This is an optimization exercise on Yosys and OpenROAD, whose aim is a short achievable clock period and few clock cycles, not a production implementation. Function was checked by simulation only, so behaviour that the tests miss may differ from the original. Power is estimated from default activity; no workload was simulated.

== run C ==
// gcif_br
module gcif_br #(
    parameter [31:0] HEAD_MAGIC = 32'h11223344,
    parameter [31:0] HEAD_SEED  = 32'h00000001,
    parameter [31:0] DATA_SEED  = 32'h00000002
) (
    input  wire        clk,
    input  wire        rst,
    input  wire        cmd_valid,
    output wire        cmd_ready,
    input  wire [39:0] cmd_data,
    output reg         rsp_valid,
    output reg  [39:0] rsp_data,
    output reg         mem_req,
    output wire [29:0] mem_addr,
    input  wire        mem_ready,
    input  wire [31:0] mem_rdata,
    output wire [31:0] tbl_id,
    output wire [15:0] tbl_code,
    input  wire [15:0] tbl_sym,
    input  wire [4:0]  tbl_len
);
Size in the first run: ~11000 cells after synthesis, ~1900 flip-flops, ~220 I/O pins, about 120000 um^2 of cells after synthesis.
==> flow/config.mk <==
export PLATFORM = sky130hd
export DESIGN_NAME = gcif_br
export DESIGN_NICKNAME = gcif_br
export VERILOG_FILES = /design/flow/design.v
export SDC_FILE = /design/flow/constraint.sdc
export NUM_CORES = 4
export LEC_CHECK = 0
export CAP_MARGIN = 80
export CORE_MARGIN = 2
export CORE_UTILIZATION = 60
export SLEW_MARGIN = 80
export SYNTH_HIERARCHICAL = 1
export SYNTH_MINIMUM_KEEP_SIZE = 0
==> flow/constraint.sdc <==
create_clock -name core_clock -period 20.0 [get_ports {clk}]
set_input_delay 4.0000 -clock core_clock [delete_from_list [all_inputs] [get_ports {clk}]]
set_output_delay 4.0000 -clock core_clock [all_outputs]
set_load 0.01 [all_outputs]
standard.sh (not shown) runs the stock make flow with config.mk's settings and CLKGATE_MAP_FILE= SYNTH_SCRIPT=/design/flow/synth_recipe.tcl, a recipe that flattens the netlist after the stock synthesis.
==> flow/flow/run.sh <==
#!/bin/bash
set -euo pipefail

PLATFORM_DONT_USE="sky130_fd_sc_hd__probe_p_8 sky130_fd_sc_hd__probec_p_8 sky130_fd_sc_hd__lpflow_bleeder_1 sky130_fd_sc_hd__lpflow_clkbufkapwr_1 sky130_fd_sc_hd__lpflow_clkbufkapwr_16 sky130_fd_sc_hd__lpflow_clkbufkapwr_2 sky130_fd_sc_hd__lpflow_clkbufkapwr_4 sky130_fd_sc_hd__lpflow_clkbufkapwr_8 sky130_fd_sc_hd__lpflow_clkinvkapwr_1 sky130_fd_sc_hd__lpflow_clkinvkapwr_16 sky130_fd_sc_hd__lpflow_clkinvkapwr_2 sky130_fd_sc_hd__lpflow_clkinvkapwr_4 sky130_fd_sc_hd__lpflow_clkinvkapwr_8 sky130_fd_sc_hd__lpflow_decapkapwr_12 sky130_fd_sc_hd__lpflow_decapkapwr_3 sky130_fd_sc_hd__lpflow_decapkapwr_4 sky130_fd_sc_hd__lpflow_decapkapwr_6 sky130_fd_sc_hd__lpflow_decapkapwr_8 sky130_fd_sc_hd__lpflow_inputiso0n_1 sky130_fd_sc_hd__lpflow_inputiso0p_1 sky130_fd_sc_hd__lpflow_inputiso1n_1 sky130_fd_sc_hd__lpflow_inputiso1p_1 sky130_fd_sc_hd__lpflow_inputisolatch_1 sky130_fd_sc_hd__lpflow_isobufsrc_1 sky130_fd_sc_hd__lpflow_isobufsrc_16 sky130_fd_sc_hd__lpflow_isobufsrc_2 sky130_fd_sc_hd__lpflow_isobufsrc_4 sky130_fd_sc_hd__lpflow_isobufsrc_8 sky130_fd_sc_hd__lpflow_isobufsrckapwr_16 sky130_fd_sc_hd__lpflow_lsbuf_lh_hl_isowell_tap_1 sky130_fd_sc_hd__lpflow_lsbuf_lh_hl_isowell_tap_2 sky130_fd_sc_hd__lpflow_lsbuf_lh_hl_isowell_tap_4 sky130_fd_sc_hd__lpflow_lsbuf_lh_isowell_4 sky130_fd_sc_hd__lpflow_lsbuf_lh_isowell_tap_1 sky130_fd_sc_hd__lpflow_lsbuf_lh_isowell_tap_2 sky130_fd_sc_hd__lpflow_lsbuf_lh_isowell_tap_4"
DELAY_CELLS="sky130_fd_sc_hd__clkdlybuf4s15_1 sky130_fd_sc_hd__clkdlybuf4s15_2 sky130_fd_sc_hd__clkdlybuf4s18_1 sky130_fd_sc_hd__clkdlybuf4s18_2 sky130_fd_sc_hd__clkdlybuf4s25_1 sky130_fd_sc_hd__clkdlybuf4s25_2 sky130_fd_sc_hd__clkdlybuf4s50_1 sky130_fd_sc_hd__clkdlybuf4s50_2 sky130_fd_sc_hd__dlygate4sd1_1 sky130_fd_sc_hd__dlygate4sd2_1 sky130_fd_sc_hd__dlygate4sd3_1 sky130_fd_sc_hd__dlymetal6s2s_1 sky130_fd_sc_hd__dlymetal6s4s_1 sky130_fd_sc_hd__dlymetal6s6s_1"

bash standard.sh synth > synth.log 2>&1
bash standard.sh \
  DONT_USE_CELLS="$PLATFORM_DONT_USE $DELAY_CELLS" \
  BUFFER_PORTS_ARGS="-buffer_cell sky130_fd_sc_hd__buf_4" \
  PRE_RESIZE_TCL="$(pwd)/flow/upsize_out_flops.tcl" \
  finish > layout.log 2>&1
Other scripts of this flow, unchanged in this note and not shown: flow/flow/upsize_out_flops.tcl
Testbench counts of run C, summed over its fixed seeds: cycles 14,274.
Changes in run A relative to run C:
--- a/flow/design.v
+++ b/flow/design.v
@@ -1693,13 +1693,12 @@
     reg        all_app;       
     reg [31:0] wf [0:7];
     reg [2:0]  wf_wp, wf_rp;
     reg [3:0]  wf_cnt;
     reg        fetch_en;
     reg [29:0] fetch_addr;
-    reg [29:0] maddr;         
     reg [29:0] tw_r;          
     reg [2:0]  hdr_cnt;       
     reg        hdr_done;      
     reg [4:0]  kcred;         
     reg        rs_d;          
     reg        c_v,  ma_v,  m1_v,  ka_v,  k_v;
@@ -1770,12 +1769,14 @@
     wire [4:0] eat_c   = (strm_go & is_eat) ? eat_amt[4:0] : 5'd0;
     wire        app     = (sv <= 7'd32) & (wf_cnt != 4'd0);
     wire [31:0] wf_hd   = wf[wf_rp];
     wire [63:0] sb_a    = app ? (sb | ({wf_hd, 32'd0} >> sv)) : sb;
     wire [6:0]  sv_a    = app ? sv + 7'd32 : sv;
     wire [4:0]  cons    = nsym_go ? tbl_len : eat_c;
+    wire [7:0]  sv_de   = {1'b0, sv_a} - {3'b0, eat_c};
+    wire [6:0]  sv_e    = rs_d ? 7'd0 : (sv_de[7] ? 7'd0 : sv_de[6:0]);
     wire [31:0] sb_te   = sb_a[63:32] << eat_c;
     wire [5:0]  bl_e    = init_start ? 6'd0 :
                           ~strm_go   ? bl :
                           is_eat     ? bl - eat_amt : bl1;
     wire [16*7-1:0]  sv_cand;
     wire [16*6-1:0]  bl_cand;
@@ -1789,24 +1790,22 @@
             wire [31:0] sh  = sb_a[63:32] << k;
             assign sv_cand[g*7 +: 7]   = svd[7] ? 7'd0 : svd[6:0];
             assign bl_cand[g*6 +: 6]   = bld[6] ? 6'd0 : bld[5:0];
             assign tc_cand[g*16 +: 16] = sh[31:16];
         end
     endgenerate
-    wire [6:0]  sv_ec = (eat_c == 5'd0) ? sv_a : sv_cand[eat_c[3:0]*7 +: 7];
-    wire [6:0]  sv_e  = rs_d ? 7'd0 : sv_ec;
     wire [6:0]  sv_n;
     wire [5:0]  bl_n;
     wire [15:0] tc_n;
     gcif_lensel u_lensel (
         .len(tbl_len), .go(nsym_go),
         .sv_cand(sv_cand), .bl_cand(bl_cand), .tc_cand(tc_cand),
         .sv_e(sv_e), .bl_e(bl_e), .tc_e(sb_te[31:16]),
         .sv_n(sv_n), .bl_n(bl_n), .tc_n(tc_n)
     );
-    wire [15:0] peek_data = sb[63:48] >> (5'd16 - n);
+    wire [15:0] peek_data = tc >> (5'd16 - n);           
     wire [31:0] ma_a_n, ma_b_n, ka_a_n, ka_b_n;
     gcif_csm_c1 u_m1 (.x(c_w), .a(ma_a_n), .b(ma_b_n));
     gcif_csm_c2 u_m2 (.x({m1[16:0], m1[31:17]}), .a(ka_a_n), .b(ka_b_n));
     wire [31:0] hh_y;
     gcif_mixh u_hmix (.h((k_t[1:0] == 2'd0) ? HEAD_SEED : hh), .k(kk), .y(hh_y));
     wire        hh_step = k_v & k_t[2] & (k_t[1:0] != 2'd3);
@@ -1822,13 +1821,13 @@
     assign i_ok = magic_ok & cs_eq(f1_a, f1_b, r2);
     gcif_csm_c4 u_f2 (.x(xs13(f1)), .a(f2_a_n), .b(f2_b_n));
     wire [31:0] fin_y = xs16(f2_a + f2_b);
     wire [31:0] r1_a_n, r1_b_n;
     gcif_csm_c4i u_r1 (.x(xs16(hw3)), .a(r1_a_n), .b(r1_b_n));
     wire acc = mem_req & mem_ready;
-    assign mem_addr = maddr;
+    assign mem_addr = fetch_addr;
     assign tbl_id   = tid;
     assign tbl_code = tc;
     wire [3:0] wfc_0   = wf_cnt - {3'd0, app};
     wire [4:0] kcr_0   = kcred - {4'd0, kx_use};
     wire       room_0  = (wfc_0 < WFMAX) & (kcr_0 < KFD);
     wire       room_1  = (wfc_0 < WFMAX - 1) & (kcr_0 < KFD - 1);
@@ -1895,16 +1894,12 @@
                 endcase
             end
         end else begin
             rsp_data <= 40'd0;          
         end
         tc <= tc_n;
-        if (restart)
-            maddr <= 30'd0;
-        else if (acc)
-            maddr <= fetch_addr + 30'd1;
         wf[wf_wp] <= mem_rdata;
         c_w <= mem_rdata;
         ma_a <= ma_a_n;
         ma_b <= ma_b_n;
         m1   <= ma_a + ma_b;
         ka_a <= ka_a_n;
Data arrival at the endpoint of the critical path for run A: 4.66 ns up relative to run C. Sequential power: run C vs run A — no meaningful difference. In run A the signed area change from the synthesized netlist to the final layout turned out 1.2 points lower than in run C. From run C to run A the numbers moved as follows: via count shows a reduction of about 3.5%, count of clock-buffer cells in the layout picked up an extra 13%, maximum frequency went down by 1.6%. Between run C and run A, the flow reports non-clock buffer count decreasing by a few percent. Run A and run C ended up with roughly the same hold slack. The first-pass GRT wire length in run C is 1.05 times that in run A. From run C to run A the numbers moved as follows: combinational group share of total power decreased 1.3 points; power in the clock group decreased about 2%.
Testbench counts of run A, summed over its fixed seeds: cycles 14,274.

==> afterwards: timing with drivers on the ports <==
How much do the figures lean on ideal ports? The routed layouts below were timed once more, with nothing changed but the port constraints.
Step 1 sets driving cells, clkbuf_16 on the clock port and buf_2 on the other inputs (assumed; they add their load-dependent delay and slew).
Step 2 adds t to the input delays and takes it off the output delays; t is the mean of the earliest and latest rising clock arrival at the registers after step 1. Input paths then give back, and output paths get back, about the clock's delay inside the block.
a / b / c = ideal / step 1 / step 2; a / b = the first two.
run | shift t [ns] | setup WS [ns] | worst setup path after step 2 | latest minus earliest clock arrival (ns)
run C | 0.954 | 14.559 / 14.464 / 13.966 | input to register | 0.089 / 0.089
run A | 0.934 | 14.473 / 14.473 / 13.767 | input to register | 0.057 / 0.056
After both steps setup and hold are still met in every run listed. The setup slack of run A, which loses most, moves by 0.000 ns with the drivers and by -0.706 ns with both steps.
